This design comes from an exercise in tuning for small area, a short achievable clock period and few clock cycles per item on the open sky130 flow, not from production work.
The RTL was checked by simulation tests, not by an equivalence proof against the original design.
Power is estimated from default activity; no workload was simulated.

==> flow/design.v (outline; a module is shown in full before it is edited, if it fits) <==
// module sana_fa: 10 lines
// module sana_wen: 7 lines
// module sana_ha: 9 lines
// module sana_envbank: 1108 lines
module sana_envbank (
    input  wire        clk,
    input  wire        rst,
    input  wire        in_valid,
    output wire        in_ready,
    input  wire [2:0]  in_op,
    input  wire [1:0]  in_unit,
    input  wire [79:0] in_data,
    output reg         out_valid,
    output reg  [8:0]  out_state,
    output wire [47:0] out_value,
    output reg         out_err
);
  // ...
==> flow/flow/run.sh <==
#!/bin/bash
# Layout: the standard flow (its synthesis unchanged), with timing repair
# aiming at a shorter cycle than the 19 ns clock: the clock, the delays at the
# ports and every other constraint stay as they are. make's output goes to
# make_flow.log; ORFS keeps each step's log under orfs/logs.
set -euo pipefail
cd "$(dirname "$0")/.."
export SETUP_SLACK_MARGIN=14.0
export BUFFER_PORTS_ARGS="-buffer_cell sky130_fd_sc_hd__buf_2"
bash standard.sh > make_flow.log 2>&1
==> flow/standard.sh <==
#!/bin/bash
# synth_recipe.tcl (not shown) runs the flow's synth.tcl, then flattens the netlist and writes it again
# the make line also repeats each setting of config.mk as NAME=value (left out here)
make -C /OpenROAD-flow-scripts/flow DESIGN_CONFIG=/design/flow/config.mk WORK_HOME=/design/flow/orfs CLKGATE_MAP_FILE= SYNTH_SCRIPT=/design/flow/synth_recipe.tcl "${@:-finish}"
==> flow/config.mk <==
export PLATFORM = sky130hd
export DESIGN_NAME = sana_envbank
export DESIGN_NICKNAME = sana_envbank
export VERILOG_FILES = /design/flow/design.v
export SDC_FILE = /design/flow/constraint.sdc
export NUM_CORES = 4
export LEC_CHECK = 0
export CAP_MARGIN = 20
export CORE_MARGIN = 2
export CORE_UTILIZATION = 40
export CTS_CLUSTER_DIAMETER = 150
export CTS_CLUSTER_SIZE = 20
export SLEW_MARGIN = 20
export SYNTH_HIERARCHICAL = 1
export SYNTH_MINIMUM_KEEP_SIZE = 0
==> flow/constraint.sdc <==
create_clock -name core_clock -period 19.0 [get_ports {clk}]
set_input_delay 3.8000 -clock core_clock [delete_from_list [all_inputs] [get_ports {clk}]]
set_output_delay 3.8000 -clock core_clock [all_outputs]
set_load 0.01 [all_outputs]
==> flow_summary_export.csv, run 1 <==
group,metric,value,unit
cells_and_area,post-route-util,44.00,%
worst_hold_path,whs_endpoint,"f_resp",
pwr,p_seq,1.49,mW
placed_design,port_buffers,147,
cells_and_area,nMultiInputCombCells,2291,
timing,tightest_slew,1.080,ns
worst_setup_path,startpoint,"value[45]",
cts,insertion_delay,0.58,ns
global_route,grt_usage,22.92,%
cells_and_area,dominant_cells,"multi-input gates",
worst_setup_path,end_kind,"output port",
pwr,ir_worst_vdd,0.08654,mV
pwr,fin_total_pwr,2.556,mW
worst_setup_path,path_buf_inv,1,
cells_and_area,mostFrequentLayoutCells,"nand2_1, edfxtp_1, fa_1, dfxtp_1, a21oi_1",
cts,tritoncts,"built",
cells_and_area,inv_count,56,
worst_setup_path,reg2reg_to,"f_cl",
cells_and_area,finalNonFillerCells,4395,
synthesis,muxShareOfSynthArea,4.458,%
pwr,p_int,1.869,mW
floorplan,fp.dieW,300.6,um
worst_setup_path,cp_slowest_cell,"edfxtp_1",
cells_and_area,sh_seq_area,40.55,%
worst_setup_path,crit_cells,1,
worst_hold_path,min-delay-start,"m_resp",
cells_and_area,final_common_cell,"nand2_1",
timing,finalCritPeriodShare,26.37,%
cells_and_area,clkCellAreaFrac,2.729,%
outcome,status,"timing/DRC/antenna clean",
worst_setup_path,rr_worst_depth,10,
worst_setup_path,slowest_delay,0.46,ns
pwr,switching_share,26.88,%
cells_and_area,stdcell_area,38290,um2
drt,drcViolationCount,0,
synthesis,synth_common_cells,"nand2_1, edfxtp_1, fa_1, dfxtp_1, clkbuf_1",
Testbench counts, summed over its fixed seeds: cycles 36,512, items 32,000.
==> run 2: changes to the inputs <==
--- a/flow/design.v
+++ b/flow/design.v
@@ -3,16 +3,30 @@
     input  wire b,
     input  wire c,
     output wire s,
     output wire co
 );
     assign s  = a ^ b ^ c;
     assign co = (a & b) | (a & c) | (b & c);
 endmodule
+module sana_xnor (
+    input  wire a,
+    input  wire b,
+    output wire y
+);
+    assign y = ~(a ^ b);
+endmodule
+module sana_or (
+    input  wire a,
+    input  wire b,
+    output wire y
+);
+    assign y = a | b;
+endmodule
 module sana_wen (
     input  wire a,
     input  wire b,
     output wire y
 );
     assign y = a & b;
 endmodule
 module sana_ha (
@@ -272,69 +286,84 @@
         q_job   <= n_job[1:0] | n_job[3:2] | n_job[5:4];
         q_junit <= {issue[2], issue[1]};
         q_t     <= (t[14:0] & {15{issue[0]}}) | (t[29:15] & {15{issue[1]}}) | (t[44:30] & {15{issue[2]}}) |
                    (p_s[14:0] & {15{c_valid & (c_op == 3'd4)}});
     end
     wire [30:0] sq_ns, sq_nc;
     wire sqn1 = ~(~(q_t[1] & q_t[14]));
     wire sqn2, sqn3;
-    sana_fa u_sqn2 (.a(~(q_t[0] & q_t[11])), .b(~(q_t[1] & q_t[10])), .c(1'b1), .s(sqn2), .co(sqn3));
+    sana_xnor u_sqn2 (.a(~(q_t[0] & q_t[11])), .b(~(q_t[1] & q_t[10])), .y(sqn2));
+    sana_or u_sqn3 (.a(~(q_t[0] & q_t[11])), .b(~(q_t[1] & q_t[10])), .y(sqn3));
     wire sqn4, sqn5;
-    sana_fa u_sqn4 (.a(~(q_t[0] & q_t[12])), .b(~(q_t[1] & q_t[11])), .c(1'b1), .s(sqn4), .co(sqn5));
+    sana_xnor u_sqn4 (.a(~(q_t[0] & q_t[12])), .b(~(q_t[1] & q_t[11])), .y(sqn4));
+    sana_or u_sqn5 (.a(~(q_t[0] & q_t[12])), .b(~(q_t[1] & q_t[11])), .y(sqn5));
     wire sqn6, sqn7;
     sana_fa u_sqn6 (.a(~(q_t[0] & q_t[13])), .b(~(q_t[1] & q_t[12])), .c(~(q_t[2] & q_t[11])), .s(sqn6), .co(sqn7));
     wire sqn8, sqn9;
-    sana_fa u_sqn8 (.a(~(q_t[3] & q_t[10])), .b(~(q_t[4] & q_t[9])), .c(1'b1), .s(sqn8), .co(sqn9));
+    sana_xnor u_sqn8 (.a(~(q_t[3] & q_t[10])), .b(~(q_t[4] & q_t[9])), .y(sqn8));
+    sana_or u_sqn9 (.a(~(q_t[3] & q_t[10])), .b(~(q_t[4] & q_t[9])), .y(sqn9));
     wire sqn10, sqn11;
     sana_fa u_sqn10 (.a(~(q_t[0] & q_t[14])), .b(~(q_t[1] & q_t[13])), .c(~(q_t[2] & q_t[12])), .s(sqn10), .co(sqn11));
     wire sqn12, sqn13;
-    sana_fa u_sqn12 (.a(~(q_t[3] & q_t[11])), .b(~(q_t[4] & q_t[10])), .c(1'b1), .s(sqn12), .co(sqn13));
+    sana_xnor u_sqn12 (.a(~(q_t[3] & q_t[11])), .b(~(q_t[4] & q_t[10])), .y(sqn12));
+    sana_or u_sqn13 (.a(~(q_t[3] & q_t[11])), .b(~(q_t[4] & q_t[10])), .y(sqn13));
     wire sqn14, sqn15;
     sana_fa u_sqn14 (.a(sqn1), .b(~(q_t[2] & q_t[13])), .c(~(q_t[3] & q_t[12])), .s(sqn14), .co(sqn15));
     wire sqn16, sqn17;
     sana_fa u_sqn16 (.a(~(q_t[4] & q_t[11])), .b(~(q_t[5] & q_t[10])), .c(~(q_t[6] & q_t[9])), .s(sqn16), .co(sqn17));
     wire sqn18, sqn19;
-    sana_fa u_sqn18 (.a(~(q_t[7] & q_t[8])), .b(~q_t[8]), .c(1'b1), .s(sqn18), .co(sqn19));
+    sana_xnor u_sqn18 (.a(~(q_t[7] & q_t[8])), .b(~q_t[8]), .y(sqn18));
+    sana_or u_sqn19 (.a(~(q_t[7] & q_t[8])), .b(~q_t[8]), .y(sqn19));
     wire sqn20, sqn21;
     sana_fa u_sqn20 (.a(~(q_t[1] & q_t[14])), .b(~(q_t[2] & q_t[14])), .c(~(q_t[3] & q_t[13])), .s(sqn20), .co(sqn21));
     wire sqn22, sqn23;
     sana_fa u_sqn22 (.a(~(q_t[4] & q_t[12])), .b(~(q_t[5] & q_t[11])), .c(~(q_t[6] & q_t[10])), .s(sqn22), .co(sqn23));
     wire sqn24, sqn25;
-    sana_fa u_sqn24 (.a(~(q_t[7] & q_t[9])), .b(q_t[1]), .c(1'b1), .s(sqn24), .co(sqn25));
+    sana_xnor u_sqn24 (.a(~(q_t[7] & q_t[9])), .b(q_t[1]), .y(sqn24));
+    sana_or u_sqn25 (.a(~(q_t[7] & q_t[9])), .b(q_t[1]), .y(sqn25));
     wire sqn26, sqn27;
     sana_fa u_sqn26 (.a(~(q_t[3] & q_t[14])), .b(~(q_t[4] & q_t[13])), .c(~(q_t[5] & q_t[12])), .s(sqn26), .co(sqn27));
     wire sqn28, sqn29;
     sana_fa u_sqn28 (.a(~(q_t[6] & q_t[11])), .b(~(q_t[7] & q_t[10])), .c(~(q_t[8] & q_t[9])), .s(sqn28), .co(sqn29));
     wire sqn30, sqn31;
-    sana_fa u_sqn30 (.a(~q_t[9]), .b(q_t[2]), .c(1'b1), .s(sqn30), .co(sqn31));
+    sana_xnor u_sqn30 (.a(~q_t[9]), .b(q_t[2]), .y(sqn30));
+    sana_or u_sqn31 (.a(~q_t[9]), .b(q_t[2]), .y(sqn31));
     wire sqn32, sqn33;
     sana_fa u_sqn32 (.a(~(q_t[4] & q_t[14])), .b(~(q_t[5] & q_t[13])), .c(~(q_t[6] & q_t[12])), .s(sqn32), .co(sqn33));
     wire sqn34, sqn35;
-    sana_fa u_sqn34 (.a(~(q_t[7] & q_t[11])), .b(~(q_t[8] & q_t[10])), .c(1'b1), .s(sqn34), .co(sqn35));
+    sana_xnor u_sqn34 (.a(~(q_t[7] & q_t[11])), .b(~(q_t[8] & q_t[10])), .y(sqn34));
+    sana_or u_sqn35 (.a(~(q_t[7] & q_t[11])), .b(~(q_t[8] & q_t[10])), .y(sqn35));
     wire sqn36, sqn37;
     sana_fa u_sqn36 (.a(~(q_t[5] & q_t[14])), .b(~(q_t[6] & q_t[13])), .c(~(q_t[7] & q_t[12])), .s(sqn36), .co(sqn37));
     wire sqn38, sqn39;
-    sana_fa u_sqn38 (.a(~(q_t[8] & q_t[11])), .b(~(q_t[9] & q_t[10])), .c(1'b1), .s(sqn38), .co(sqn39));
+    sana_xnor u_sqn38 (.a(~(q_t[8] & q_t[11])), .b(~(q_t[9] & q_t[10])), .y(sqn38));
+    sana_or u_sqn39 (.a(~(q_t[8] & q_t[11])), .b(~(q_t[9] & q_t[10])), .y(sqn39));
     wire sqn40, sqn41;
-    sana_fa u_sqn40 (.a(~(q_t[6] & q_t[14])), .b(~(q_t[7] & q_t[13])), .c(1'b1), .s(sqn40), .co(sqn41));
+    sana_xnor u_sqn40 (.a(~(q_t[6] & q_t[14])), .b(~(q_t[7] & q_t[13])), .y(sqn40));
+    sana_or u_sqn41 (.a(~(q_t[6] & q_t[14])), .b(~(q_t[7] & q_t[13])), .y(sqn41));
     wire sqn42, sqn43;
-    sana_fa u_sqn42 (.a(~(q_t[7] & q_t[14])), .b(~(q_t[8] & q_t[13])), .c(1'b1), .s(sqn42), .co(sqn43));
+    sana_xnor u_sqn42 (.a(~(q_t[7] & q_t[14])), .b(~(q_t[8] & q_t[13])), .y(sqn42));
+    sana_or u_sqn43 (.a(~(q_t[7] & q_t[14])), .b(~(q_t[8] & q_t[13])), .y(sqn43));
     wire sqn44, sqn45;
-    sana_fa u_sqn44 (.a(~(q_t[0] & q_t[7])), .b(~(q_t[1] & q_t[6])), .c(1'b1), .s(sqn44), .co(sqn45));
+    sana_xnor u_sqn44 (.a(~(q_t[0] & q_t[7])), .b(~(q_t[1] & q_t[6])), .y(sqn44));
+    sana_or u_sqn45 (.a(~(q_t[0] & q_t[7])), .b(~(q_t[1] & q_t[6])), .y(sqn45));
     wire sqn46, sqn47;
-    sana_fa u_sqn46 (.a(~(q_t[0] & q_t[8])), .b(~(q_t[1] & q_t[7])), .c(1'b1), .s(sqn46), .co(sqn47));
+    sana_xnor u_sqn46 (.a(~(q_t[0] & q_t[8])), .b(~(q_t[1] & q_t[7])), .y(sqn46));
+    sana_or u_sqn47 (.a(~(q_t[0] & q_t[8])), .b(~(q_t[1] & q_t[7])), .y(sqn47));
     wire sqn48, sqn49;
     sana_fa u_sqn48 (.a(~(q_t[0] & q_t[9])), .b(~(q_t[1] & q_t[8])), .c(~(q_t[2] & q_t[7])), .s(sqn48), .co(sqn49));
     wire sqn50, sqn51;
-    sana_fa u_sqn50 (.a(~(q_t[3] & q_t[6])), .b(~(q_t[4] & q_t[5])), .c(1'b1), .s(sqn50), .co(sqn51));
+    sana_xnor u_sqn50 (.a(~(q_t[3] & q_t[6])), .b(~(q_t[4] & q_t[5])), .y(sqn50));
+    sana_or u_sqn51 (.a(~(q_t[3] & q_t[6])), .b(~(q_t[4] & q_t[5])), .y(sqn51));
     wire sqn52, sqn53;
     sana_fa u_sqn52 (.a(~(q_t[0] & q_t[10])), .b(~(q_t[1] & q_t[9])), .c(~(q_t[2] & q_t[8])), .s(sqn52), .co(sqn53));
     wire sqn54, sqn55;
-    sana_fa u_sqn54 (.a(~(q_t[3] & q_t[7])), .b(~(q_t[4] & q_t[6])), .c(1'b1), .s(sqn54), .co(sqn55));
+    sana_xnor u_sqn54 (.a(~(q_t[3] & q_t[7])), .b(~(q_t[4] & q_t[6])), .y(sqn54));
+    sana_or u_sqn55 (.a(~(q_t[3] & q_t[7])), .b(~(q_t[4] & q_t[6])), .y(sqn55));
     wire sqn56, sqn57;
     sana_fa u_sqn56 (.a(~(q_t[2] & q_t[9])), .b(~(q_t[3] & q_t[8])), .c(~(q_t[4] & q_t[7])), .s(sqn56), .co(sqn57));
     wire sqn58, sqn59;
     sana_fa u_sqn58 (.a(~(q_t[5] & q_t[6])), .b(~q_t[6]), .c(sqn2), .s(sqn58), .co(sqn59));
     wire sqn60, sqn61;
     sana_fa u_sqn60 (.a(~(q_t[2] & q_t[10])), .b(~(q_t[3] & q_t[9])), .c(~(q_t[4] & q_t[8])), .s(sqn60), .co(sqn61));
     wire sqn62, sqn63;
     sana_fa u_sqn62 (.a(~(q_t[5] & q_t[7])), .b(sqn3), .c(sqn4), .s(sqn62), .co(sqn63));
@@ -372,29 +401,35 @@
     sana_fa u_sqn94 (.a(sqn37), .b(sqn39), .c(sqn40), .s(sqn94), .co(sqn95));
     wire sqn96, sqn97;
     sana_fa u_sqn96 (.a(~(q_t[9] & q_t[12])), .b(~(q_t[10] & q_t[11])), .c(~q_t[11]), .s(sqn96), .co(sqn97));
     wire sqn98, sqn99;
     sana_fa u_sqn98 (.a(q_t[6]), .b(sqn41), .c(sqn42), .s(sqn98), .co(sqn99));
     wire sqn100, sqn101;
     sana_fa u_sqn100 (.a(~(q_t[8] & q_t[14])), .b(~(q_t[9] & q_t[13])), .c(~(q_t[10] & q_t[12])), .s(sqn100), .co(sqn101));
     wire sqn102, sqn103;
-    sana_fa u_sqn102 (.a(q_t[7]), .b(sqn43), .c(1'b1), .s(sqn102), .co(sqn103));
+    sana_xnor u_sqn102 (.a(q_t[7]), .b(sqn43), .y(sqn102));
+    sana_or u_sqn103 (.a(q_t[7]), .b(sqn43), .y(sqn103));
     wire sqn104, sqn105;
     sana_fa u_sqn104 (.a(~(q_t[9] & q_t[14])), .b(~(q_t[10] & q_t[13])), .c(~(q_t[11] & q_t[12])), .s(sqn104), .co(sqn105));
     wire sqn106, sqn107;
-    sana_fa u_sqn106 (.a(~q_t[12]), .b(q_t[8]), .c(1'b1), .s(sqn106), .co(sqn107));
+    sana_xnor u_sqn106 (.a(~q_t[12]), .b(q_t[8]), .y(sqn106));
+    sana_or u_sqn107 (.a(~q_t[12]), .b(q_t[8]), .y(sqn107));
     wire sqn108, sqn109;
-    sana_fa u_sqn108 (.a(~(q_t[10] & q_t[14])), .b(~(q_t[11] & q_t[13])), .c(1'b1), .s(sqn108), .co(sqn109));
+    sana_xnor u_sqn108 (.a(~(q_t[10] & q_t[14])), .b(~(q_t[11] & q_t[13])), .y(sqn108));
+    sana_or u_sqn109 (.a(~(q_t[10] & q_t[14])), .b(~(q_t[11] & q_t[13])), .y(sqn109));
     wire sqn110, sqn111;
-    sana_fa u_sqn110 (.a(~(q_t[11] & q_t[14])), .b(~(q_t[12] & q_t[13])), .c(1'b1), .s(sqn110), .co(sqn111));
+    sana_xnor u_sqn110 (.a(~(q_t[11] & q_t[14])), .b(~(q_t[12] & q_t[13])), .y(sqn110));
+    sana_or u_sqn111 (.a(~(q_t[11] & q_t[14])), .b(~(q_t[12] & q_t[13])), .y(sqn111));
     wire sqn112, sqn113;
-    sana_fa u_sqn112 (.a(~(q_t[0] & q_t[5])), .b(~(q_t[1] & q_t[4])), .c(1'b1), .s(sqn112), .co(sqn113));
+    sana_xnor u_sqn112 (.a(~(q_t[0] & q_t[5])), .b(~(q_t[1] & q_t[4])), .y(sqn112));
+    sana_or u_sqn113 (.a(~(q_t[0] & q_t[5])), .b(~(q_t[1] & q_t[4])), .y(sqn113));
     wire sqn114, sqn115;
-    sana_fa u_sqn114 (.a(~(q_t[0] & q_t[6])), .b(~(q_t[1] & q_t[5])), .c(1'b1), .s(sqn114), .co(sqn115));
+    sana_xnor u_sqn114 (.a(~(q_t[0] & q_t[6])), .b(~(q_t[1] & q_t[5])), .y(sqn114));
+    sana_or u_sqn115 (.a(~(q_t[0] & q_t[6])), .b(~(q_t[1] & q_t[5])), .y(sqn115));
     wire sqn116, sqn117;
     sana_fa u_sqn116 (.a(~(q_t[2] & q_t[5])), .b(~(q_t[3] & q_t[4])), .c(~q_t[4]), .s(sqn116), .co(sqn117));
     wire sqn118, sqn119;
     sana_fa u_sqn118 (.a(~(q_t[2] & q_t[6])), .b(~(q_t[3] & q_t[5])), .c(sqn45), .s(sqn118), .co(sqn119));
     wire sqn120, sqn121;
     sana_fa u_sqn120 (.a(~q_t[5]), .b(sqn47), .c(sqn48), .s(sqn120), .co(sqn121));
     wire sqn122, sqn123;
     sana_fa u_sqn122 (.a(sqn49), .b(sqn51), .c(sqn52), .s(sqn122), .co(sqn123));
@@ -424,23 +459,27 @@
     sana_fa u_sqn146 (.a(sqn97), .b(sqn100), .c(sqn99), .s(sqn146), .co(sqn147));
     wire sqn148, sqn149;
     sana_fa u_sqn148 (.a(sqn101), .b(sqn104), .c(sqn106), .s(sqn148), .co(sqn149));
     wire sqn150, sqn151;
     sana_fa u_sqn150 (.a(q_t[9]), .b(sqn105), .c(sqn107), .s(sqn150), .co(sqn151));
     wire sqn152, sqn153;
     sana_fa u_sqn152 (.a(~q_t[13]), .b(q_t[10]), .c(sqn109), .s(sqn152), .co(sqn153));
     wire sqn154, sqn155;
-    sana_fa u_sqn154 (.a(~(q_t[12] & q_t[14])), .b(q_t[11]), .c(1'b1), .s(sqn154), .co(sqn155));
+    sana_xnor u_sqn154 (.a(~(q_t[12] & q_t[14])), .b(q_t[11]), .y(sqn154));
+    sana_or u_sqn155 (.a(~(q_t[12] & q_t[14])), .b(q_t[11]), .y(sqn155));
     wire sqn156, sqn157;
-    sana_fa u_sqn156 (.a(~(q_t[13] & q_t[14])), .b(~q_t[14]), .c(1'b1), .s(sqn156), .co(sqn157));
+    sana_xnor u_sqn156 (.a(~(q_t[13] & q_t[14])), .b(~q_t[14]), .y(sqn156));
+    sana_or u_sqn157 (.a(~(q_t[13] & q_t[14])), .b(~q_t[14]), .y(sqn157));
     wire sqn158, sqn159;
-    sana_fa u_sqn158 (.a(~(q_t[0] & q_t[3])), .b(~(q_t[1] & q_t[2])), .c(1'b1), .s(sqn158), .co(sqn159));
+    sana_xnor u_sqn158 (.a(~(q_t[0] & q_t[3])), .b(~(q_t[1] & q_t[2])), .y(sqn158));
+    sana_or u_sqn159 (.a(~(q_t[0] & q_t[3])), .b(~(q_t[1] & q_t[2])), .y(sqn159));
     wire sqn160, sqn161;
-    sana_fa u_sqn160 (.a(~(q_t[0] & q_t[4])), .b(~(q_t[1] & q_t[3])), .c(1'b1), .s(sqn160), .co(sqn161));
+    sana_xnor u_sqn160 (.a(~(q_t[0] & q_t[4])), .b(~(q_t[1] & q_t[3])), .y(sqn160));
+    sana_or u_sqn161 (.a(~(q_t[0] & q_t[4])), .b(~(q_t[1] & q_t[3])), .y(sqn161));
     wire sqn162, sqn163;
     sana_fa u_sqn162 (.a(~(q_t[2] & q_t[3])), .b(~q_t[3]), .c(sqn112), .s(sqn162), .co(sqn163));
     wire sqn164, sqn165;
     sana_fa u_sqn164 (.a(~(q_t[2] & q_t[4])), .b(sqn113), .c(sqn114), .s(sqn164), .co(sqn165));
     wire sqn166, sqn167;
     sana_fa u_sqn166 (.a(sqn115), .b(sqn116), .c(sqn44), .s(sqn166), .co(sqn167));
     wire sqn168, sqn169;
     sana_fa u_sqn168 (.a(sqn117), .b(sqn46), .c(sqn118), .s(sqn168), .co(sqn169));
@@ -478,17 +517,18 @@
     sana_fa u_sqn200 (.a(sqn108), .b(sqn149), .c(sqn150), .s(sqn200), .co(sqn201));
     wire sqn202, sqn203;
     sana_fa u_sqn202 (.a(sqn110), .b(sqn151), .c(sqn152), .s(sqn202), .co(sqn203));
     wire sqn204, sqn205;
     sana_fa u_sqn204 (.a(sqn154), .b(sqn111), .c(sqn153), .s(sqn204), .co(sqn205));
     wire sqn206, sqn207;
     sana_fa u_sqn206 (.a(q_t[12]), .b(sqn155), .c(sqn156), .s(sqn206), .co(sqn207));
     wire sqn208, sqn209;
-    sana_fa u_sqn208 (.a(q_t[13]), .b(sqn157), .c(1'b1), .s(sqn208), .co(sqn209));
+    sana_xnor u_sqn208 (.a(q_t[13]), .b(sqn157), .y(sqn208));
+    sana_or u_sqn209 (.a(q_t[13]), .b(sqn157), .y(sqn209));
     wire sqn210 = ~(q_t[14]);
     assign sq_ns[0] = ~q_t[0];
     assign sq_nc[0] = 1'b1;
     assign sq_ns[1] = 1'b1;
     assign sq_nc[1] = 1'b1;
     assign sq_ns[2] = ~(q_t[0] & q_t[1]);
     assign sq_nc[2] = ~q_t[1];
     assign sq_ns[3] = ~(q_t[0] & q_t[2]);
@@ -591,59 +631,66 @@
     end
     wire [15:0] m_sus = {m_zdec & ~m_dx, ~m_x & {15{m_dx}}};
     wire [14:0] mr = m_sq & {15{m_dx}};
     wire [15:0] mz = (m_sus & {16{m_zdec}}) |
                      ({1'b0, ~m_sq} & {16{m_zatt}}) | ({1'b0, m_sq} & {16{m_zrel}});
     wire        me = m_zatt & ~m_nz;
     wire [30:0] mt_ns, mt_nc;
     wire mtn1, mtn2;
-    sana_fa u_mtn1 (.a(~(m_x[0] & m_sq[12])), .b(~(m_x[1] & m_sq[11])), .c(1'b1), .s(mtn1), .co(mtn2));
+    sana_xnor u_mtn1 (.a(~(m_x[0] & m_sq[12])), .b(~(m_x[1] & m_sq[11])), .y(mtn1));
+    sana_or u_mtn2 (.a(~(m_x[0] & m_sq[12])), .b(~(m_x[1] & m_sq[11])), .y(mtn2));
     wire mtn3, mtn4;
     sana_fa u_mtn3 (.a(~(m_x[0] & m_sq[13])), .b(~(m_x[1] & m_sq[12])), .c(~(m_x[2] & m_sq[11])), .s(mtn3), .co(mtn4));
     wire mtn5, mtn6;
-    sana_fa u_mtn5 (.a(~(m_x[3] & m_sq[10])), .b(~(m_x[4] & m_sq[9])), .c(1'b1), .s(mtn5), .co(mtn6));
+    sana_xnor u_mtn5 (.a(~(m_x[3] & m_sq[10])), .b(~(m_x[4] & m_sq[9])), .y(mtn5));
+    sana_or u_mtn6 (.a(~(m_x[3] & m_sq[10])), .b(~(m_x[4] & m_sq[9])), .y(mtn6));
     wire mtn7, mtn8;
     sana_fa u_mtn7 (.a(~(m_x[0] & m_sq[14])), .b(~(m_x[1] & m_sq[13])), .c(~(m_x[2] & m_sq[12])), .s(mtn7), .co(mtn8));
     wire mtn9, mtn10;
     sana_fa u_mtn9 (.a(~(m_x[3] & m_sq[11])), .b(~(m_x[4] & m_sq[10])), .c(~(m_x[5] & m_sq[9])), .s(mtn9), .co(mtn10));
     wire mtn11, mtn12;
-    sana_fa u_mtn11 (.a(~(m_x[6] & m_sq[8])), .b(~(m_x[7] & m_sq[7])), .c(1'b1), .s(mtn11), .co(mtn12));
+    sana_xnor u_mtn11 (.a(~(m_x[6] & m_sq[8])), .b(~(m_x[7] & m_sq[7])), .y(mtn11));
+    sana_or u_mtn12 (.a(~(m_x[6] & m_sq[8])), .b(~(m_x[7] & m_sq[7])), .y(mtn12));
     wire mtn13, mtn14;
     sana_fa u_mtn13 (.a(~(m_x[1] & m_sq[14])), .b(~(m_x[2] & m_sq[13])), .c(~(m_x[3] & m_sq[12])), .s(mtn13), .co(mtn14));
     wire mtn15, mtn16;
     sana_fa u_mtn15 (.a(~(m_x[4] & m_sq[11])), .b(~(m_x[5] & m_sq[10])), .c(~(m_x[6] & m_sq[9])), .s(mtn15), .co(mtn16));
     wire mtn17, mtn18;
     sana_fa u_mtn17 (.a(~(m_x[7] & m_sq[8])), .b(~(m_x[8] & m_sq[7])), .c(~(m_x[9] & m_sq[6])), .s(mtn17), .co(mtn18));
     wire mtn19, mtn20;
     sana_fa u_mtn19 (.a(~(m_x[2] & m_sq[14])), .b(~(m_x[3] & m_sq[13])), .c(~(m_x[4] & m_sq[12])), .s(mtn19), .co(mtn20));
     wire mtn21, mtn22;
     sana_fa u_mtn21 (.a(~(m_x[5] & m_sq[11])), .b(~(m_x[6] & m_sq[10])), .c(~(m_x[7] & m_sq[9])), .s(mtn21), .co(mtn22));
     wire mtn23, mtn24;
     sana_fa u_mtn23 (.a(~(m_x[3] & m_sq[14])), .b(~(m_x[4] & m_sq[13])), .c(~(m_x[5] & m_sq[12])), .s(mtn23), .co(mtn24));
     wire mtn25, mtn26;
-    sana_fa u_mtn25 (.a(~(m_x[0] & m_sq[8])), .b(~(m_x[1] & m_sq[7])), .c(1'b1), .s(mtn25), .co(mtn26));
+    sana_xnor u_mtn25 (.a(~(m_x[0] & m_sq[8])), .b(~(m_x[1] & m_sq[7])), .y(mtn25));
+    sana_or u_mtn26 (.a(~(m_x[0] & m_sq[8])), .b(~(m_x[1] & m_sq[7])), .y(mtn26));
     wire mtn27, mtn28;
     sana_fa u_mtn27 (.a(~(m_x[0] & m_sq[9])), .b(~(m_x[1] & m_sq[8])), .c(~(m_x[2] & m_sq[7])), .s(mtn27), .co(mtn28));
     wire mtn29, mtn30;
-    sana_fa u_mtn29 (.a(~(m_x[3] & m_sq[6])), .b(~(m_x[4] & m_sq[5])), .c(1'b1), .s(mtn29), .co(mtn30));
+    sana_xnor u_mtn29 (.a(~(m_x[3] & m_sq[6])), .b(~(m_x[4] & m_sq[5])), .y(mtn29));
+    sana_or u_mtn30 (.a(~(m_x[3] & m_sq[6])), .b(~(m_x[4] & m_sq[5])), .y(mtn30));
     wire mtn31, mtn32;
     sana_fa u_mtn31 (.a(~(m_x[0] & m_sq[10])), .b(~(m_x[1] & m_sq[9])), .c(~(m_x[2] & m_sq[8])), .s(mtn31), .co(mtn32));
     wire mtn33, mtn34;
     sana_fa u_mtn33 (.a(~(m_x[3] & m_sq[7])), .b(~(m_x[4] & m_sq[6])), .c(~(m_x[5] & m_sq[5])), .s(mtn33), .co(mtn34));
     wire mtn35, mtn36;
-    sana_fa u_mtn35 (.a(~(m_x[6] & m_sq[4])), .b(~(m_x[7] & m_sq[3])), .c(1'b1), .s(mtn35), .co(mtn36));
+    sana_xnor u_mtn35 (.a(~(m_x[6] & m_sq[4])), .b(~(m_x[7] & m_sq[3])), .y(mtn35));
+    sana_or u_mtn36 (.a(~(m_x[6] & m_sq[4])), .b(~(m_x[7] & m_sq[3])), .y(mtn36));
     wire mtn37, mtn38;
     sana_fa u_mtn37 (.a(~(m_x[0] & m_sq[11])), .b(~(m_x[1] & m_sq[10])), .c(~(m_x[2] & m_sq[9])), .s(mtn37), .co(mtn38));
     wire mtn39, mtn40;
     sana_fa u_mtn39 (.a(~(m_x[3] & m_sq[8])), .b(~(m_x[4] & m_sq[7])), .c(~(m_x[5] & m_sq[6])), .s(mtn39), .co(mtn40));
     wire mtn41, mtn42;
     sana_fa u_mtn41 (.a(~(m_x[6] & m_sq[5])), .b(~(m_x[7] & m_sq[4])), .c(~(m_x[8] & m_sq[3])), .s(mtn41), .co(mtn42));
     wire mtn43, mtn44;
-    sana_fa u_mtn43 (.a(~(m_x[9] & m_sq[2])), .b(~(m_x[10] & m_sq[1])), .c(1'b1), .s(mtn43), .co(mtn44));
+    sana_xnor u_mtn43 (.a(~(m_x[9] & m_sq[2])), .b(~(m_x[10] & m_sq[1])), .y(mtn43));
+    sana_or u_mtn44 (.a(~(m_x[9] & m_sq[2])), .b(~(m_x[10] & m_sq[1])), .y(mtn44));
     wire mtn45, mtn46;
     sana_fa u_mtn45 (.a(~(m_x[2] & m_sq[10])), .b(~(m_x[3] & m_sq[9])), .c(~(m_x[4] & m_sq[8])), .s(mtn45), .co(mtn46));
     wire mtn47, mtn48;
     sana_fa u_mtn47 (.a(~(m_x[5] & m_sq[7])), .b(~(m_x[6] & m_sq[6])), .c(~(m_x[7] & m_sq[5])), .s(mtn47), .co(mtn48));
     wire mtn49, mtn50;
     sana_fa u_mtn49 (.a(~(m_x[8] & m_sq[4])), .b(~(m_x[9] & m_sq[3])), .c(~(m_x[10] & m_sq[2])), .s(mtn49), .co(mtn50));
     wire mtn51, mtn52;
     sana_fa u_mtn51 (.a(~(m_x[11] & m_sq[1])), .b(~(m_x[12] & m_sq[0])), .c(~mr[12]), .s(mtn51), .co(mtn52));
@@ -703,27 +750,30 @@
     sana_fa u_mtn105 (.a(~(m_x[11] & m_sq[8])), .b(~(m_x[12] & m_sq[7])), .c(~(m_x[13] & m_sq[6])), .s(mtn105), .co(mtn106));
     wire mtn107, mtn108;
     sana_fa u_mtn107 (.a(~(m_x[6] & m_sq[14])), .b(~(m_x[7] & m_sq[13])), .c(~(m_x[8] & m_sq[12])), .s(mtn107), .co(mtn108));
     wire mtn109, mtn110;
     sana_fa u_mtn109 (.a(~(m_x[9] & m_sq[11])), .b(~(m_x[10] & m_sq[10])), .c(~(m_x[11] & m_sq[9])), .s(mtn109), .co(mtn110));
     wire mtn111, mtn112;
     sana_fa u_mtn111 (.a(~(m_x[7] & m_sq[14])), .b(~(m_x[8] & m_sq[13])), .c(~(m_x[9] & m_sq[12])), .s(mtn111), .co(mtn112));
     wire mtn113, mtn114;
-    sana_fa u_mtn113 (.a(~(m_x[0] & m_sq[5])), .b(~(m_x[1] & m_sq[4])), .c(1'b1), .s(mtn113), .co(mtn114));
+    sana_xnor u_mtn113 (.a(~(m_x[0] & m_sq[5])), .b(~(m_x[1] & m_sq[4])), .y(mtn113));
+    sana_or u_mtn114 (.a(~(m_x[0] & m_sq[5])), .b(~(m_x[1] & m_sq[4])), .y(mtn114));
     wire mtn115, mtn116;
     sana_fa u_mtn115 (.a(~(m_x[0] & m_sq[6])), .b(~(m_x[1] & m_sq[5])), .c(~(m_x[2] & m_sq[4])), .s(mtn115), .co(mtn116));
     wire mtn117, mtn118;
-    sana_fa u_mtn117 (.a(~(m_x[3] & m_sq[3])), .b(~(m_x[4] & m_sq[2])), .c(1'b1), .s(mtn117), .co(mtn118));
+    sana_xnor u_mtn117 (.a(~(m_x[3] & m_sq[3])), .b(~(m_x[4] & m_sq[2])), .y(mtn117));
+    sana_or u_mtn118 (.a(~(m_x[3] & m_sq[3])), .b(~(m_x[4] & m_sq[2])), .y(mtn118));
     wire mtn119, mtn120;
     sana_fa u_mtn119 (.a(~(m_x[0] & m_sq[7])), .b(~(m_x[1] & m_sq[6])), .c(~(m_x[2] & m_sq[5])), .s(mtn119), .co(mtn120));
     wire mtn121, mtn122;
     sana_fa u_mtn121 (.a(~(m_x[3] & m_sq[4])), .b(~(m_x[4] & m_sq[3])), .c(~(m_x[5] & m_sq[2])), .s(mtn121), .co(mtn122));
     wire mtn123, mtn124;
-    sana_fa u_mtn123 (.a(~(m_x[6] & m_sq[1])), .b(~(m_x[7] & m_sq[0])), .c(1'b1), .s(mtn123), .co(mtn124));
+    sana_xnor u_mtn123 (.a(~(m_x[6] & m_sq[1])), .b(~(m_x[7] & m_sq[0])), .y(mtn123));
+    sana_or u_mtn124 (.a(~(m_x[6] & m_sq[1])), .b(~(m_x[7] & m_sq[0])), .y(mtn124));
     wire mtn125, mtn126;
     sana_fa u_mtn125 (.a(~(m_x[2] & m_sq[6])), .b(~(m_x[3] & m_sq[5])), .c(~(m_x[4] & m_sq[4])), .s(mtn125), .co(mtn126));
     wire mtn127, mtn128;
     sana_fa u_mtn127 (.a(~(m_x[5] & m_sq[3])), .b(~(m_x[6] & m_sq[2])), .c(~(m_x[7] & m_sq[1])), .s(mtn127), .co(mtn128));
     wire mtn129, mtn130;
     sana_fa u_mtn129 (.a(~(m_x[8] & m_sq[0])), .b(~mr[8]), .c(mtn25), .s(mtn129), .co(mtn130));
     wire mtn131, mtn132;
     sana_fa u_mtn131 (.a(~(m_x[5] & m_sq[4])), .b(~(m_x[6] & m_sq[3])), .c(~(m_x[7] & m_sq[2])), .s(mtn131), .co(mtn132));
@@ -811,21 +861,23 @@
     sana_fa u_mtn213 (.a(~(m_x[14] & m_sq[8])), .b(mtn112), .c(~mz[7]), .s(mtn213), .co(mtn214));
     wire mtn215, mtn216;
     sana_fa u_mtn215 (.a(~(m_x[9] & m_sq[14])), .b(~(m_x[10] & m_sq[13])), .c(~(m_x[11] & m_sq[12])), .s(mtn215), .co(mtn216));
     wire mtn217, mtn218;
     sana_fa u_mtn217 (.a(~(m_x[12] & m_sq[11])), .b(~(m_x[13] & m_sq[10])), .c(~(m_x[14] & m_sq[9])), .s(mtn217), .co(mtn218));
     wire mtn219, mtn220;
     sana_fa u_mtn219 (.a(~(m_x[10] & m_sq[14])), .b(~(m_x[11] & m_sq[13])), .c(~(m_x[12] & m_sq[12])), .s(mtn219), .co(mtn220));
     wire mtn221, mtn222;
-    sana_fa u_mtn221 (.a(~(m_x[0] & m_sq[3])), .b(~(m_x[1] & m_sq[2])), .c(1'b1), .s(mtn221), .co(mtn222));
+    sana_xnor u_mtn221 (.a(~(m_x[0] & m_sq[3])), .b(~(m_x[1] & m_sq[2])), .y(mtn221));
+    sana_or u_mtn222 (.a(~(m_x[0] & m_sq[3])), .b(~(m_x[1] & m_sq[2])), .y(mtn222));
     wire mtn223, mtn224;
     sana_fa u_mtn223 (.a(~(m_x[0] & m_sq[4])), .b(~(m_x[1] & m_sq[3])), .c(~(m_x[2] & m_sq[2])), .s(mtn223), .co(mtn224));
     wire mtn225, mtn226;
-    sana_fa u_mtn225 (.a(~(m_x[3] & m_sq[1])), .b(~(m_x[4] & m_sq[0])), .c(1'b1), .s(mtn225), .co(mtn226));
+    sana_xnor u_mtn225 (.a(~(m_x[3] & m_sq[1])), .b(~(m_x[4] & m_sq[0])), .y(mtn225));
+    sana_or u_mtn226 (.a(~(m_x[3] & m_sq[1])), .b(~(m_x[4] & m_sq[0])), .y(mtn226));
     wire mtn227, mtn228;
     sana_fa u_mtn227 (.a(~(m_x[2] & m_sq[3])), .b(~(m_x[3] & m_sq[2])), .c(~(m_x[4] & m_sq[1])), .s(mtn227), .co(mtn228));
     wire mtn229, mtn230;
     sana_fa u_mtn229 (.a(~(m_x[5] & m_sq[0])), .b(~mr[5]), .c(mtn113), .s(mtn229), .co(mtn230));
     wire mtn231, mtn232;
     sana_fa u_mtn231 (.a(~(m_x[5] & m_sq[1])), .b(~(m_x[6] & m_sq[0])), .c(~mr[6]), .s(mtn231), .co(mtn232));
     wire mtn233, mtn234;
     sana_fa u_mtn233 (.a(mtn114), .b(mtn115), .c(mtn117), .s(mtn233), .co(mtn234));
@@ -903,17 +955,18 @@
     sana_fa u_mtn305 (.a(mtn218), .b(mtn219), .c(~mz[9]), .s(mtn305), .co(mtn306));
     wire mtn307, mtn308;
     sana_fa u_mtn307 (.a(~(m_x[11] & m_sq[14])), .b(~(m_x[12] & m_sq[13])), .c(~(m_x[13] & m_sq[12])), .s(mtn307), .co(mtn308));
     wire mtn309, mtn310;
     sana_fa u_mtn309 (.a(~(m_x[14] & m_sq[11])), .b(mtn220), .c(~mz[10]), .s(mtn309), .co(mtn310));
     wire mtn311, mtn312;
     sana_fa u_mtn311 (.a(~(m_x[12] & m_sq[14])), .b(~(m_x[13] & m_sq[13])), .c(~(m_x[14] & m_sq[12])), .s(mtn311), .co(mtn312));
     wire mtn313, mtn314;
-    sana_fa u_mtn313 (.a(~(m_x[0] & m_sq[2])), .b(~(m_x[1] & m_sq[1])), .c(1'b1), .s(mtn313), .co(mtn314));
+    sana_xnor u_mtn313 (.a(~(m_x[0] & m_sq[2])), .b(~(m_x[1] & m_sq[1])), .y(mtn313));
+    sana_or u_mtn314 (.a(~(m_x[0] & m_sq[2])), .b(~(m_x[1] & m_sq[1])), .y(mtn314));
     wire mtn315, mtn316;
     sana_fa u_mtn315 (.a(~(m_x[2] & m_sq[1])), .b(~(m_x[3] & m_sq[0])), .c(~mr[3]), .s(mtn315), .co(mtn316));
     wire mtn317, mtn318;
     sana_fa u_mtn317 (.a(~mr[4]), .b(mtn222), .c(mtn223), .s(mtn317), .co(mtn318));
     wire mtn319, mtn320;
     sana_fa u_mtn319 (.a(mtn224), .b(mtn226), .c(mtn227), .s(mtn319), .co(mtn320));
     wire mtn321, mtn322;
     sana_fa u_mtn321 (.a(mtn228), .b(mtn231), .c(mtn230), .s(mtn321), .co(mtn322));
@@ -955,17 +1008,18 @@
     sana_fa u_mtn357 (.a(mtn300), .b(mtn303), .c(mtn305), .s(mtn357), .co(mtn358));
     wire mtn359, mtn360;
     sana_fa u_mtn359 (.a(mtn307), .b(mtn304), .c(mtn306), .s(mtn359), .co(mtn360));
     wire mtn361, mtn362;
     sana_fa u_mtn361 (.a(mtn308), .b(mtn311), .c(~mz[11]), .s(mtn361), .co(mtn362));
     wire mtn363, mtn364;
     sana_fa u_mtn363 (.a(~(m_x[13] & m_sq[14])), .b(~(m_x[14] & m_sq[13])), .c(mtn312), .s(mtn363), .co(mtn364));
     wire mtn365, mtn366;
-    sana_fa u_mtn365 (.a(~(m_x[0] & m_sq[1])), .b(~(m_x[1] & m_sq[0])), .c(1'b1), .s(mtn365), .co(mtn366));
+    sana_xnor u_mtn365 (.a(~(m_x[0] & m_sq[1])), .b(~(m_x[1] & m_sq[0])), .y(mtn365));
+    sana_or u_mtn366 (.a(~(m_x[0] & m_sq[1])), .b(~(m_x[1] & m_sq[0])), .y(mtn366));
     wire mtn367, mtn368;
     sana_fa u_mtn367 (.a(~(m_x[2] & m_sq[0])), .b(~mr[2]), .c(mtn313), .s(mtn367), .co(mtn368));
     wire mtn369, mtn370;
     sana_fa u_mtn369 (.a(mtn314), .b(mtn315), .c(mtn221), .s(mtn369), .co(mtn370));
     wire mtn371, mtn372;
     sana_fa u_mtn371 (.a(mtn316), .b(mtn225), .c(mtn317), .s(mtn371), .co(mtn372));
     wire mtn373, mtn374;
     sana_fa u_mtn373 (.a(mtn318), .b(mtn319), .c(mtn229), .s(mtn373), .co(mtn374));
==> flow/flow/run.sh (replaced) <==
#!/bin/bash
# Layout: the standard flow (its synthesis unchanged), with timing repair
# aiming at a shorter cycle than the 19 ns clock: the clock, the delays at the
# ports and every other constraint stay as they are. make's output goes to
# make_flow.log; ORFS keeps each step's log under orfs/logs.
set -euo pipefail
cd "$(dirname "$0")/.."
export SETUP_SLACK_MARGIN=14.15
export BUFFER_PORTS_ARGS="-buffer_cell sky130_fd_sc_hd__buf_4"
bash standard.sh > make_flow.log 2>&1
==> run 2 against run 1 <==
Effect of this change:
- still clean on timing, DRC and antenna
- first-iteration DRC count fell by 5.5%
- global-route usage fell by 0.24 points
- clock-buffer cell count fell by 3
- wire length fell by 0.41%
- combinational power fell by 36%
- sequential power fell by 4%
- via count rose by 3.2%
- final cell count rose by 2.3%
- die area fell by 0.68%
- sequential share of layout area fell by 0.79 points
- synthesized cell count rose by 2.4%
- critical path type unchanged
- largest cell class unchanged
==> flow_summary_export.csv, run 2 <==
group,metric,value,unit
outcome,status,"timing/DRC/antenna clean",
synthesis,synth_area_leader_cell,"edfxtp_1",
worst_setup_path,slowest_delay,0.46,ns
worst_setup_path,startpoint_type,"flip-flop",
cts,cts_buffers,36,
floorplan,coreArea,86620,um2
timing,finalCriticalPeriod,4.999,ns
floorplan,core.rowCount,108,
cts,cts.sinks,606,
placed_design,pre_cts_ws,13.44,ns
drt,viasPerCell,5.732,
pwr,switching_share,23.80,%
cts,insertion_delay,0.59,ns
synthesis,synth_common_cells,"nand2_1, edfxtp_1, fa_1, dfxtp_1, clkbuf_1",
timing,finalClockSkew,0.03829,ns
placed_design,dpl.hpwl,75570,um
timing,finalHoldViolations,0,
pwr,powerDensity,61.33,nW/um2
cts,root_buffer,"clkbuf_16",
global_route,grt_overflow_total,0,
cells_and_area,fin_nets,3781,
worst_setup_path,cp_cell_sequence,"buf_6",
timing,finalCritPeriodShare,26.31,%
floorplan,io_pins,148,
drt,wl,104100,um
synthesis,ys_top_cells_by_area,"edfxtp_1, fa_1, dfxtp_1, nand2_1, ha_1",
cells_and_area,mostFrequentLayoutCells,"nand2_1, edfxtp_1, fa_1, dfxtp_1, buf_4",
placed_design,port_buffers,147,
synthesis,synth_area_per_cell,10.72,um2
synthesis,synth_cell_types,88,
synthesis,seq_area_frac_synth,44.24,%
global_route,grt_usage,22.68,%
drt,num_vias,25760,
drt,firstDrtPassIters,8,
timing,tns,0,ns
worst_setup_path,path_buf_inv,1,
synthesis,synthesis.area,34950,um2
synthesis,async_flop_share,0,%
drt,ant_nets,0,
pwr,combPwrFrac,6.6,%
worst_setup_path,crit_family,"flip-flops",
cts,cts.path.max_buffers,3,
global_route,grt_pass1_wl,155500,um
cells_and_area,drive_gt1_share,13.72,%
synthesis,yosysMostFrequentCell,"nand2_1",
synthesis,synth_edf_count,333,
floorplan,die-area,89770,um2
worst_setup_path,worstPathArrival,1.20,ns
synthesis,ys.flop_type,"edfxtp_1",
cts,tritoncts,"built",
cts,path_clk_slew,0.10,ns
timing,slew_viol_final,0,
synthesis,synth_top_area_share,28.61,%
worst_setup_path,crit_type,"flip-flop to output port",
drt,drcViolationCount,0,
pwr,p_int,1.826,mW
drt,wl_per_cell,23.17,um
floorplan,fp.dieW,299.6,um
placed_design,gp_congestion,0.9054,
synthesis,synth_cells,3260,
pwr,leakage,12.30,nW
timing,rsz0062_at_grt,"true",
global_route,first_global_vias,25220,
global_route,antenna_found_initial,4,
floorplan,die_y,299.6,um
global_route,grt_max_degree,56,
timing,tightest_slew,1.105,ns
pwr,seq_power_share,59.8,%
worst_setup_path,cp_slowest_cell,"edfxtp_1",
timing,timing.final.ws_setup,14.00,ns
pwr,ir_worst_vdd,0.06791,mV
floorplan,initial_core_util,40.36,%
cells_and_area,syn2layout_area_growth,11.81,%
worst_hold_path,hold_path.class,"flip-flop to flip-flop",
cells_and_area,final_common_cell,"nand2_1",
job,max_cap_viol_count,0,
timing,finalSetupViolations,0,
synthesis,yosys_register_bits,606,
synthesis,yosys_warnings,7,
drt,drt-initial-drc-count,2385,
worst_setup_path,worstPathMaxFanout,2,
pwr,p_sw,570.4,uW
worst_setup_path,worst-endpoint-required,15.20,ns
timing,relSlewSlack,26.28,%
timing,fmax,200.1,MHz
cts,cts-htree-levels,2,
worst_setup_path,end_kind,"output port",
pwr,pwr-share-clk,33.6,%
-- run 2: path summary, 6_finish.rpt --
path	startpoint	to	slack, ns	depth (start not counted)
worst max register to register	m_x[0]	f_cl	14.29	12
worst max-delay path	value[39]	out_value[39]	14.00	1
worst min register to register	q_sunit[1]	m_sunit[1]	0.32	0
worst min-delay path	q_sunit[1]	m_sunit[1]	0.32	0
-- run 2: worst reg2reg max path, cell delays in order, from the launching register on --
cell,delay [ns]
dfxtp_1,0.34
buf_4,0.29
nand2_1,0.15
fa_1,0.54
fa_1,0.52
fa_1,0.42
fa_1,0.54
fa_1,0.43
ha_1,0.20
or4_1,0.57
or3_1,0.33
a21oi_1,0.12
o31ai_1,0.13
-- run 2: cells by family (layout without fill, tap and decap cells) --
| group | after synthesis | count (layout) | synth area share [%] |
|---|---|---|---|
| other | 0 | 1 | 0 |
| AND/OR/NAND/NOR | 1044 | 1044 | 13.54 |
| flip-flops | 606 | 606 | 44.24 |
| adder cells (fa/ha/maj) | 378 | 378 | 19.52 |
| buffers and inverters | 350 | 428 | 3.841 |
| multiplexers | 130 | 130 | 4.349 |
| XOR/XNOR | 96 | 96 | 2.405 |
| AO/OA/AOI/OAI | 656 | 656 | 12.11 |
-- run 2: routing by layer --
layer / vias to the layer above / share of wire [%] / global-route usage (%)
met3: 175 / 8.3 / 3.566
met2: 1210 / 46 / 36.41
met5: - / 0 / 0
met1: 12890 / 43 / 31.71
met4: 0 / 3.0 / 6.762
li1: 11490 / - / -
-- run 2: power groups by stage --
stage	Combinational [mW]	Clock [mW]	Sequential [mW]
5_1_grt	0.168	0.870	1.44
6_report	0.159	0.805	1.43
4_1_cts	0.154	0.825	1.43
2_1_floorplan	0.0947	0	1.44
3_5_place_dp	0.144	0	1.47
3_3_place_gp	0.144	0	1.46
-- run 2: final cells by class --
cell class / count / area (um2)
Timing Repair Buffer: 288 / 2395
Antenna cell: 1 / 2.502
Multi-Input combinational cell: 2304 / 18360
Fill cell: 8009 / 47540
Clock inverter: 4 / 38.79
Inverter: 79 / 304.0
Tap cell: 1155 / 1445
Sequential cell: 606 / 15540
Timing Repair inverter: 1 / 5.005
Clock buffer: 56 / 997.2
-- run 2: per-module statistics from Yosys (local to each module, per instance) --
module	area, um2	flops+latches
sana_envbank	28800	606
sana_fa	20.02	0
sana_xnor	8.758	0
sana_or	6.256	0
sana_wen	6.256	0
-- run 2: what timing repair did --
| action | 4_1_cts | 5_1_grt |
|---|---|---|
| cloned | 0 | 1 |
| gates resized for setup | 87 | 29 |
| endpoints found under the setup margin | 103 | 114 |
| buffers inserted | 71 | 27 |
| hold buffers | 0 | 0 |
| pin swaps | 1 | 1 |
-- run 2: per-stage QoR --
step                hold slack [ns]  power, mW  utilization (%)  cell area (um2)  std cells
floorplan                    0.3096      1.534                -            35100       3260
CTS                          0.3123      2.410            44.74            38750       4465
finish                       0.3178      2.397            45.12            39080       4494
global placement             0.3106      1.609            42.59            36890       4333
global route                 0.3231      2.473            45.12            39080       4493
detailed placement           0.3121      1.609            42.61            36910       4334
Testbench counts of run 2, summed over its fixed seeds: cycles 36,512, items 32,000.
==> run 3: changes to the inputs <==
--- a/flow/flow/run.sh
+++ b/flow/flow/run.sh
@@ -6,5 +6,5 @@
 set -euo pipefail
 cd "$(dirname "$0")/.."
-export SETUP_SLACK_MARGIN=14.15
-export BUFFER_PORTS_ARGS="-buffer_cell sky130_fd_sc_hd__buf_4"
+export SETUP_SLACK_MARGIN=14.0
+export BUFFER_PORTS_ARGS="-buffer_cell sky130_fd_sc_hd__buf_2"
 bash standard.sh > make_flow.log 2>&1
--- a/flow/config.mk
+++ b/flow/config.mk
@@ -11,4 +11,5 @@
 export CTS_CLUSTER_DIAMETER = 150
 export CTS_CLUSTER_SIZE = 20
+export GPL_TIMING_DRIVEN = 1
 export SLEW_MARGIN = 20
 export SYNTH_HIERARCHICAL = 1
==> run 3 against run 2 <==
Effect of this change:
- still clean on timing, DRC and antenna
- largest cell class unchanged
- flip-flop and latch count stayed put
- clock skew grew 0.00087 ns
- register-to-register slack worse by 0.12 ns
- synthesized area is the same
- synthesized cell count did not move
- final area is 2.4% lower
==> flow_summary_export.csv, run 3 <==
group,metric,value,unit
worst_setup_path,regToRegSetupSlack,14.17,ns
cts,cts.path.max_buffers,3,
cells_and_area,diodes,0,
worst_setup_path,crit_family,"flip-flops",
timing,tns,0,ns
synthesis,synth_area_per_cell,10.72,um2
cts,path_clk_slew,0.09,ns
worst_setup_path,worstPathMaxFanout,2,
pwr,switching_share,24.00,%
timing,rsz0062_at_grt,"true",
timing,finalHoldViolations,0,
floorplan,initial_core_util,40.36,%
floorplan,fp.dieW,299.6,um
worst_setup_path,crit_type,"flip-flop to output port",
worst_setup_path,worst-endpoint-required,15.20,ns
pwr,pwr-share-clk,34.1,%
timing,finalClockSkew,0.03916,ns
floorplan,coreArea,86620,um2
drt,num_vias,25150,
synthesis,synth_common_cells,"nand2_1, edfxtp_1, fa_1, dfxtp_1, clkbuf_1",
drt,wl,103000,um
worst_hold_path,hold_path.class,"flip-flop to flip-flop",
pwr,p_int,1.816,mW
timing,slew_viol_final,0,
worst_setup_path,r2r_start,"m_sq[11]",
global_route,grt_pass1_wl,154700,um
timing,finalSetupViolations,0,
synthesis,synthesis.area,34950,um2
cells_and_area,fin_nets,3742,
synthesis,ys_top_cells_by_area,"edfxtp_1, fa_1, dfxtp_1, nand2_1, ha_1",
placed_design,gp_congestion,0.9078,
synthesis,synthSimpleGateAreaFrac,13.54,%
worst_setup_path,cp_cell_sequence,"buf_2",
floorplan,die_y,299.6,um
synthesis,synth_area_leader_cell,"edfxtp_1",
worst_hold_path,holdPathStages,0,
synthesis,muxShareOfSynthArea,4.349,%
global_route,grt_max_degree,47,
worst_hold_path,whs_endpoint,"m_state[4]",
cts,cts-htree-levels,2,
synthesis,synth-compound-area-share,12.11,%
synthesis,yosys_warnings,7,
timing,fmax,199.8,MHz
cts,tritoncts,"built",
placed_design,dpl.hpwl,75900,um
synthesis,seq_area_frac_synth,44.24,%
synthesis,yosys.area_share.adder,19.52,%
cts,root_buffer,"clkbuf_16",
placed_design,port_buffers,147,
worst_setup_path,slowest_delay,0.45,ns
floorplan,io_pins,148,
drt,wl_per_cell,23.11,um
worst_setup_path,reg2reg_to,"f_cl",
synthesis,synth_edf_count,333,
cts,insertion_delay,0.59,ns
cts,cts.sinks,606,
synthesis,synth_cell_types,88,
floorplan,core.rowCount,108,
synthesis,async_flop_share,0,%
cells_and_area,drive_gt1_share,12.11,%
worst_setup_path,path_buf_inv,1,
worst_setup_path,cp_slowest_cell,"edfxtp_1",
cts,cts_buffers,36,
floorplan,die-area,89770,um2
synthesis,yosys_register_bits,606,
global_route,grt_overflow_total,0,
synthesis,yosysMostFrequentCell,"nand2_1",
pwr,leakage,11.92,nW
timing,relSlewSlack,23.55,%
worst_hold_path,min-delay-start,"q_state[4]",
drt,ant_nets,0,
drt,firstDrtPassIters,6,
cells_and_area,final_common_cell,"nand2_1",
worst_setup_path,worstPathArrival,1.21,ns
cells_and_area,syn2layout_area_growth,9.128,%
synthesis,synth_top_area_share,28.61,%
synthesis,ys.flop_type,"edfxtp_1",
pwr,seq_power_share,59.9,%
cells_and_area,post-route-util,44.04,%
outcome,status,"timing/DRC/antenna clean",
pwr,powerDensity,62.65,nW/um2
cells_and_area,mostFrequentLayoutCells,"nand2_1, edfxtp_1, fa_1, dfxtp_1, a21oi_1",
worst_setup_path,end_kind,"output port",
global_route,first_global_vias,24690,
synthesis,synth_cells,3260,
job,max_cap_viol_count,0,
worst_setup_path,rr_worst_depth,10,
drt,viasPerCell,5.643,
timing,finalCriticalPeriod,5.006,ns
pwr,p_sw,573.6,uW
global_route,grt_usage,22.63,%
timing,finalCritPeriodShare,26.35,%
cts,hold_buffers,0,
timing,tightest_slew,1.142,ns
drt,drt-initial-drc-count,2170,
worst_setup_path,startpoint_type,"flip-flop",
global_route,antenna_found_initial,0,
pwr,ir_worst_vdd,0.07484,mV
synthesis,synth_top_family_by_area,"adder cells",
pwr,combPwrFrac,6.1,%
synthesis,synth_xor_xnor_area_share,2.405,%
drt,drcViolationCount,0,
run 3: cell counts after synthesis:
Identical to the previous run, type by type.
run 3: worst max-delay path by stage:
stage                     startpoint            end  slack [ns]  cells past startpoint
final                      value[45]  out_value[45]       13.99                      1
after CTS                   state[1]          t[14]       13.92                     14
after global routing        state[2]          t[14]       13.90                     16
after floorplan               q_t[0]       m_sq[14]       14.00                     16
after detailed placement    in_op[1]      inc_h[32]       13.22                      4
after global placement      in_op[1]      inc_h[38]       13.22                      4
run 3: final cells by class:
cell class,instances,area [um2]
flip-flops and latches,606,15530
clock inverters,4,35.03
fillers,8114,48470
multi-input cells,2304,18270
inverters,79,304.0
repair buffers,250,1555
clock buffers,59,1008
well taps,1155,1445
run 3: stage by stage:
step	area, um2	hold slack, ns	power (mW)	std cells	worst slack [ns]
6_report	38150	0.3224	2.390	4457	13.99
5_1_grt	38150	0.3286	2.471	4457	13.90
4_1_cts	37860	0.3173	2.405	4432	13.92
3_5_place_dp	36460	0.3121	1.600	4333	13.22
3_3_place_gp	36460	0.3095	1.599	4333	13.22
2_1_floorplan	34990	0.3096	1.533	3260	14.00
run 3: kinds of logic (layout without fill, tap and decap cells):
group,after synthesis,in the layout
simple gates,1044,1044
compound gates,656,656
buf+inv,350,392
mux,130,130
flops,606,606
xor+xnor,96,96
fa+ha+maj,378,378
run 3: repair_timing:
action / in CTS / in global routing
resized for setup: 36 / 19
buffers inserted: 36 / 25
pin swaps: 0 / 3
endpoints found under the setup margin: 260 / 92
cloned: 0 / 0
run 3: Yosys stat by module (local to each module, per instance):
module	times used	area, um2
sana_envbank	1	28800
sana_fa	274	20.02
sana_wen	12	6.256
sana_or	39	6.256
sana_xnor	40	8.758
run 3: metal layers:
metal / vias to the layer above / global-route usage, % / part of all wire [%]
li1: 11410 / - / -
met1: 12500 / 32.18 / 43
met2: 1101 / 35.94 / 46
met3: 147 / 3.718 / 8.6
met4: 0 / 6.024 / 2.7
met5: - / 0 / 0
run 3: power by group through the flow:
stage	Combinational [mW]	Sequential [mW]	Clock, mW
detailed placement	0.136	1.46	0
global placement	0.136	1.46	0
floorplan	0.0938	1.44	0
global route	0.155	1.43	0.882
CTS	0.140	1.43	0.834
finish	0.145	1.43	0.814
==> run 4: changes to the inputs <==
--- a/flow/config.mk
+++ b/flow/config.mk
@@ -11,5 +11,4 @@
 export CTS_CLUSTER_DIAMETER = 150
 export CTS_CLUSTER_SIZE = 20
-export GPL_TIMING_DRIVEN = 1
 export SLEW_MARGIN = 20
 export SYNTH_HIERARCHICAL = 1
==> run 4 against run 3 <==
Effect of this change:
- combinational power barely moved
- sequential share of layout area stayed put
- synthesized area did not move
- clock power about the same
- setup slack did not move
- clock-buffer cell count unchanged
- highest routed layer unchanged
- via count stayed put
- global-route usage is the same
- hold slack unchanged
- still clean on timing, DRC and antenna
- flip-flop and latch count did not move
- critical path depth is the same
- fmax unchanged
==> flow_summary_export.csv, run 4 <==
group,metric,value,unit
outcome,status,"timing/DRC/antenna clean",
floorplan,die_y,299.6,um
drt,drcViolationCount,0,
worst_setup_path,crit_family,"flip-flops",
global_route,grt_overflow_total,0,
pwr,ir_worst_vdd,0.07484,mV
worst_setup_path,cp_cell_sequence,"buf_2",
worst_setup_path,slowest_delay,0.45,ns
synthesis,yosysMostFrequentCell,"nand2_1",
worst_setup_path,cp_slowest_cell,"edfxtp_1",
job,max_cap_viol_count,0,
worst_setup_path,crit_type,"flip-flop to output port",
drt,ant_nets,0,
synthesis,synth_top_area_share,28.61,%
timing,slew_viol_final,0,
drt,viasPerCell,5.643,
drt,firstDrtPassIters,6,
synthesis,synth_common_cells,"nand2_1, edfxtp_1, fa_1, dfxtp_1, clkbuf_1",
worst_hold_path,whs_endpoint,"m_state[4]",
placed_design,place_area,36460,um2
placed_design,dpl.hpwl,75900,um
global_route,grt_max_degree,47,
cells_and_area,final_common_cell,"nand2_1",
worst_setup_path,worst-endpoint-required,15.20,ns
timing,finalCriticalPeriod,5.006,ns
global_route,first_global_vias,24690,
cts,path_clk_slew,0.09,ns
timing,tightest_slew,1.142,ns
cts,cts.sinks,606,
floorplan,die-area,89770,um2
synthesis,synth_cells,3260,
cts,cts_buffers,36,
worst_setup_path,r2r_start,"m_sq[11]",
drt,wl_per_cell,23.11,um
floorplan,coreArea,86620,um2
floorplan,core.rowCount,108,
drt,wl,103000,um
drt,drt-initial-drc-count,2170,
timing,tns,0,ns
cells_and_area,drive_gt1_share,12.11,%
worst_hold_path,min-delay-start,"q_state[4]",
timing,finalCritPeriodShare,26.35,%
global_route,grt_pass1_wl,154700,um
cts,tritoncts,"built",
timing,finalHoldViolations,0,
worst_setup_path,regToRegSetupSlack,14.17,ns
timing,finalSetupViolations,0,
worst_hold_path,hold_path.class,"flip-flop to flip-flop",
placed_design,gp_congestion,0.9078,
synthesis,synth_cell_types,88,
worst_setup_path,startpoint,"value[45]",
synthesis,seq_area_frac_synth,44.24,%
global_route,grt_usage,22.63,%
synthesis,async_flop_share,0,%
cells_and_area,syn2layout_area_growth,9.128,%
floorplan,fp.dieW,299.6,um
worst_setup_path,end_kind,"output port",
global_route,antenna_found_initial,0,
cts,root_buffer,"clkbuf_16",
timing,hold_ws,0.3224,ns
worst_setup_path,rr_worst_depth,10,
pwr,leakage,11.92,nW
cells_and_area,mostFrequentLayoutCells,"nand2_1, edfxtp_1, fa_1, dfxtp_1, a21oi_1",
floorplan,io_pins,148,
timing,relSlewSlack,23.55,%
cts,insertion_delay,0.59,ns
cts,cts-htree-levels,2,
worst_setup_path,worstPathArrival,1.21,ns
cells_and_area,fin_nets,3742,
drt,num_vias,25150,
worst_setup_path,path_buf_inv,1,
synthesis,yosys_warnings,7,
cells_and_area,post-route-util,44.04,%
synthesis,synth_area_leader_cell,"edfxtp_1",
synthesis,synth_edf_count,333,
worst_setup_path,startpoint_type,"flip-flop",
synthesis,yosys_register_bits,606,
pwr,powerDensity,62.65,nW/um2
worst_setup_path,worstPathMaxFanout,2,
floorplan,initial_core_util,40.36,%
worst_hold_path,holdPathStages,0,
timing,fmax,199.8,MHz
placed_design,port_buffers,147,
synthesis,synthesis.area,34950,um2
synthesis,ys_top_cells_by_area,"edfxtp_1, fa_1, dfxtp_1, nand2_1, ha_1",
synthesis,synth_area_per_cell,10.72,um2
synthesis,ys.flop_type,"edfxtp_1",
timing,finalClockSkew,0.03916,ns
cells_and_area,stdcell_area,38150,um2
cts,cts.path.max_buffers,3,
cells_and_area,diodes,0,
timing,rsz0062_at_grt,"true",
worst_setup_path,reg2reg_to,"f_cl",
==> run 4: layer usage <==
metal,global-route usage (%),vias to the layer above,routed length [um]
met4,6.024,0,2767
met1,32.18,12500,44340
met5,0,-,0
met3,3.718,147,8852
li1,-,11410,-
met2,35.94,1101,47050
==> run 4: worst max-delay path by stage <==
stage	to	slack, ns	depth (start not counted)
CTS	t[14]	13.92	14
detailed placement	inc_h[32]	13.22	4
finish	out_value[45]	13.99	1
global placement	inc_h[38]	13.22	4
global route	t[14]	13.90	16
floorplan	m_sq[14]	14.00	16
==> run 4: area by class of cell <==
cell class	count	area [um2]
timing repair buffer	250	1555
inverter	79	304.0
clock buffer	59	1008
sequential	606	15530
tap	1155	1445
multi-input combinational	2304	18270
fill	8114	48470
clock inverter	4	35.03
==> run 4: what timing repair did <==
item / 4_1_cts / 5_1_grt
setup buffers: 36 / 25
setup endpoints to repair: 260 / 92
pin swaps: 0 / 3
resized for setup: 36 / 19
hold buffers: 0 / 0
==> run 4: power breakdown <==
group	internal [mW]	switching (mW)	leakage (nW)
logic	0.0495	0.0954	6.11
clock network	0.370	0.444	0.502
registers	1.40	0.0341	5.31
total	1.82	0.574	11.9
==> run 4: cells by family (layout without fill, tap and decap cells) <==
family | Yosys count | after routing | share of synthesized area (%)
buffers and inverters | 350 | 392 | 3.841
muxes | 130 | 130 | 4.349
adders and majority gates | 378 | 378 | 19.52
xor gates and xnor gates | 96 | 96 | 2.405
DFF | 606 | 606 | 44.24
and+or+nand+nor | 1044 | 1044 | 13.54
AOI/OAI and AO/OA | 656 | 656 | 12.11
==> run 4: metrics by stage <==
step                      std cells  setup WS (ns)  power [mW]
after floorplan                3260          14.00       1.533
after global placement         4333          13.22       1.599
after detailed placement       4333          13.22       1.600
after CTS                      4432          13.92       2.405
after global routing           4457          13.90       2.471
final                          4457          13.99       2.390
==> run 4: per-module statistics from Yosys, one instance, submodules excluded <==
module,cells,flip-flops and latches
sana_wen,1,0
sana_xnor,1,0
sana_envbank,2895,606
sana_or,1,0
sana_fa,1,0

## port drivers added, routing unchanged
No port has a modelled driver above. Below, the same layouts with a new extraction and two added sets of constraints. Step 1: set_driving_cell puts a clkbuf_16 on clk and a buf_2 on each other input, an assumption about the parent block. Step 2, shift: input delay + t, output delay - t, t = (earliest + latest rising clock arrival at the registers) / 2. This alone moves slack from input paths to output paths. Three values: ideal, step 1, step 2; two values: the first two.
run	t (ns)	setup slack, ns	worst setup path at the end	latest minus earliest clock arrival (ns)	worst data-port slew with drivers (ns)
run 1	0.633	13.989 / 13.924 / 13.464	input to register	0.034 / 0.034	0.06
run 2	0.629	14.001 / 13.939 / 13.610	input to register	0.040 / 0.039	0.04
run 3	0.635	13.994 / 13.932 / 13.456	input to register	0.040 / 0.040	0.05
run 4	0.635	13.994 / 13.932 / 13.456	input to register	0.040 / 0.040	0.05
After both steps setup and hold are still met in every run listed.
